Source: an optimization exercise on an open RTL-to-GDS flow (aim: small area, a short achievable clock period and few clock cycles). Production flows keep margins and buffers that such runs may drop.
RTL that was checked went through simulation tests only; none was proved equivalent to the original.
Power and IR drop assume default switching activity.

== cedar ==
==> flow/design.v (excerpt) <==
module hlfc_tx (
    input  wire        clk,
    input  wire        rst,
    input  wire        cmd_valid,
    output wire        cmd_ready,
    input  wire        cmd_write,
    input  wire [7:0]  cmd_unit,
    input  wire [3:0]  cmd_area,
    input  wire [7:0]  cmd_bank,
    input  wire [15:0] cmd_begin,
    input  wire [15:0] cmd_count,
    output wire        sts_valid,
    output wire [7:0]  sts_code,
    input  wire        wd_valid,
    output wire        wd_ready,
    input  wire [15:0] wd_data,
    output wire        tx_valid,
    input  wire        tx_ready,
    output wire [7:0]  tx_data,
    output wire        tx_last
);
    localparam [4:0] S_IDLE = 5'b000_00;
    localparam [4:0] S_AT   = 5'b000_01;    
    localparam [4:0] S_ATC  = 5'b100_01;    
    localparam [4:0] S_U1   = 5'b000_10;
    localparam [4:0] S_U0   = 5'b000_11;
    localparam [4:0] S_RW   = 5'b001_00;
    localparam [4:0] S_LET  = 5'b001_01;
    localparam [4:0] S_BK1  = 5'b001_10;
    localparam [4:0] S_BK0  = 5'b001_11;
    localparam [2:0] G_BG   = 3'b010;    
    localparam [2:0] G_DAT  = 3'b110;    
    localparam [2:0] G_CT   = 3'b011;    
    localparam [4:0] S_F1   = 5'b101_00;
    localparam [4:0] S_F0   = 5'b101_01;
    localparam [4:0] S_STAR = 5'b101_10;
    localparam [4:0] S_CR   = 5'b101_11;
    function [3:0] hexlo;
        input [3:0] x;
        hexlo = ({4{x == 4'd1}} & 4'd1)
            | ({4{x == 4'd2}} & 4'd2)
            | ({4{x == 4'd3}} & 4'd3)
            | ({4{x == 4'd4}} & 4'd4)
            | ({4{x == 4'd5}} & 4'd5)
            | ({4{x == 4'd6}} & 4'd6)
            | ({4{x == 4'd7}} & 4'd7)
            | ({4{x == 4'd8}} & 4'd8)
            | ({4{x == 4'd9}} & 4'd9)
  ...
export LEC_CHECK = 0
export CAP_MARGIN = 20
export CORE_MARGIN = 2
export CORE_UTILIZATION = 50
export CTS_BUF_LIST = sky130_fd_sc_hd__clkbuf_8
export SLEW_MARGIN = 20
create_clock -name core_clock -period 12.0 [get_ports {clk}]
standard.sh (not shown) runs the stock make flow with config.mk's settings and CLKGATE_MAP_FILE= SYNTH_SCRIPT=/design/flow/synth_recipe.tcl, a recipe that flattens the netlist after the stock synthesis.
==> flow/flow/run.sh <==
#!/bin/bash
# Own layout flow: the standard ORFS flow (standard.sh), with two changes to how
# the layout is made:
#  - the port buffers that ORFS inserts on every input and output are buf_1 cells
#    instead of the default choice (a slow delay buffer);
#  - repair_timing (floorplan, CTS and global-route stages) works towards a setup
#    slack margin, so it sizes up the gates of paths that are far slower than they
#    need to be.
# The clock period, the SDC, synthesis, floorplan, power grid and tap cells are the
# standard flow's. Every tool's output goes to a log in this folder (and ORFS keeps
# its own per-step logs under orfs/logs).
set -euo pipefail
export BUFFER_PORTS_ARGS="-buffer_cell sky130_fd_sc_hd__buf_1"
export SETUP_SLACK_MARGIN="${OWN_SETUP_MARGIN:-8.4}"
bash standard.sh > standard_flow.log 2>&1
cedar: PASS, flow complete, no timing, DRC or antenna violations
Edits applied to the flow inputs when going from cedar to violet:
diff --git a/flow/design.v b/flow/design.v
--- a/flow/design.v
+++ b/flow/design.v
@@ -160,25 +160,24 @@
     endfunction
     reg        tx_v;
     reg [6:0]  tx_d;
     reg [7:0]  fcs;
     reg [4:0]  st;
     reg        last;
     reg [4:0]  fw;              
     reg [15:0] bg;              
     reg [15:0] ct;              
     reg [3:0]  pn;              
     reg        wfull;           
     reg        wrdy;
-    reg        wdec;            
     reg [3:0]  scnt;            
     reg        bad, unk;        
     reg [2:0]  c_area;          
     reg        c_write;
     reg        crdy;
     assign cmd_ready = crdy;
     assign sts_valid = crdy;
     assign sts_code  = {3'b000, bad, 3'b000, unk};
     assign wd_ready  = wrdy;
     assign tx_valid  = tx_v;
     assign tx_data   = {1'b0, tx_d};
     assign tx_last   = ~(tx_d[6] | tx_d[5]);    
@@ -271,75 +270,72 @@
         if (g_dat && ix == 2'd3 && !(last || cap_hit)) nst = {G_DAT, 2'd0};
         if (g_dat && ix == 2'd3 && (last || cap_hit)) nst = S_F1;
     end
     wire nib_af = nib[3] & (nib[2] | nib[1]);
     wire [6:0] nb = isnib ? {nib_af, ~nib_af, ~nib_af, hexlo(nib)} : cbyte;
     wire adv = tx_free & have;
     wire in_bgct = (stc[4:2] == G_BG) || (stc[4:2] == G_CT) || (stc[4:2] == G_DAT);
     wire at2  = in_bgct && (stc[1:0] == 2'd2);           
     wire at3  = (stc[4:2] == G_DAT) && (stc[1:0] == 2'd3);
     wire is_cr = (stc == S_CR);
     wire idle_next = adv ? (is_cr && last) : (stc == S_IDLE);
     wire wd_fire = wd_valid & wrdy;
-    wire free_now  = freeq | (adv & ((stc == {G_CT, 2'd2}) | ((stc == {G_DAT, 2'd2}) & !more)));
     wire ready_ok  = ~bad & ~crdy & freeq & ((s_conv & (scnt <= 4'd6)) | s_done);
     wire ready_rej =  bad & ~crdy & ((s_conv & ~s_first) | s_done);
     wire go = ready_ok & idle_next;
     always @(posedge clk) begin
         if (rst) begin
             st    <= S_IDLE;
             tx_v  <= 1'b0;
             wfull <= 1'b0;
             wrdy  <= 1'b0;
-            wdec  <= 1'b0;
             scnt  <= 4'd0;
             crdy  <= 1'b0;
         end else begin
             if (tx_free)
                 tx_v <= have;
             if (adv) begin
                 tx_d <= nb;
                 st   <= nst;
                 if (fz) fcs <= 8'h00;
                 else if (fx) fcs <= fcs_x;
                 if (stc == S_RW) fw <= 5'd9;
                 if (stc == S_ATC) fw <= 5'd2;
                 if (at3) fw <= {fw[3:0], fw[4] ^ fw[2]};
                 if (at2) begin
                     pn <= (stc[4:2] == G_CT) ? {ct[1:0], ct[15:14]} : {bg[1:0], bg[15:14]};
-                    if (stc[4:2] == G_DAT)
+                    if (stc[4:2] == G_DAT) begin
                         last <= !more;
+                        {ct[11:0], ct[15:14]} <= wcnt_dec;
+                    end
                 end
             end
             if (go) begin
                 st    <= S_AT;
                 last  <= ~c_write;
                 fw    <= cmd_unit[4:0];
                 pn    <= cmd_bank[3:0];
             end
-            if (wd_fire)    
+            if (wrdy)    
                 {bg[13:10], bg[9:6], bg[5:2], bg[1:0], bg[15:14]} <= wd_data;
-            wdec <= adv && at2 && (stc[4:2] == G_DAT);
-            if (wdec)
-                {ct[11:0], ct[15:14]} <= wcnt_dec;
             if (wd_fire) begin
                 wfull <= 1'b1;
                 wrdy  <= 1'b0;
             end else if (adv && at2 && stc[4:2] != G_CT) begin
                 wfull <= 1'b0;
                 wrdy  <= (stc[4:2] == G_BG) ? wr : more;
             end
             crdy <= go | ready_rej;
             if (s_idle) begin
-                if (free_now) begin
+                if (freeq) begin
                     c_area  <= cmd_area[2:0];
                     c_write <= cmd_write;
                     unk     <= cmd_area[3];
                     bad     <= cmd_area[3] || (cmd_unit[7:5] != 3'd0) ||
                                (cmd_begin[15:14] != 2'd0) || (cmd_count[15:14] != 2'd0) ||
                                (cmd_area[2:0] == 3'd7 && (cmd_bank[7:4] != 4'd0 ||
                                 (cmd_bank[3] && cmd_bank[2] && (cmd_bank[1] || cmd_bank[0]))));
                     bg      <= pre4(cmd_begin);
                     ct      <= pre4(cmd_count);
                     if (cmd_valid) scnt <= 4'd10;
                 end
             end else if (s_conv) begin
Diff violet and cedar: achievable clock frequency lower in violet
violet ends up with lower count of inverters not on the clock network in the layout than cedar does.
Count of clock-buffer cells in the layout in violet is 3 higher than in cedar
Cell count of violet exceeds that of cedar by a few percent.
The higher synthesis-to-finish area growth came out of violet.
On power, cedar loses to violet.
Core occupancy in the finished layout (violet over cedar): increase, 1.3 points
Going from cedar to violet, the number of cells traversed by the worst register-to-register path was found to have gone down by 1.
Synthesized area was higher in violet than in cedar.
Between violet and cedar, it is violet whose clock period minus final worst setup slack is higher, by 39 ps.
violet: final area higher than cedar
Testbench counts of violet, summed over its fixed seeds: cycles 65,848.
Only the layout flow was run in cedar; the RTL was not checked for function there.

## separate check: timing with driven ports
How much do the figures lean on ideal ports? The routed layouts below were timed once more, with nothing changed but the port constraints. Step 1, drivers: a clkbuf_16 drives clk and a buf_2 each remaining input, both assumed. Step 2 adds t to the input delays and takes it off the output delays; t is the mean of the earliest and latest rising clock arrival at the registers after step 1. Input paths then give back, and output paths get back, about the clock's delay inside the block. Slacks: no drivers / after step 1 / after step 2; pairs: no drivers / after step 1.
run	t, ns	slack for setup (ns)	cell pins on the clock port's net
cedar	0.408	8.467 / 8.480 / 8.072	1
violet	0.405	8.428 / 8.423 / 8.018	1
After both steps setup and hold are still met in every run listed. The setup slack of violet, which loses most, moves by -0.005 ns with the drivers and by -0.410 ns with both steps.
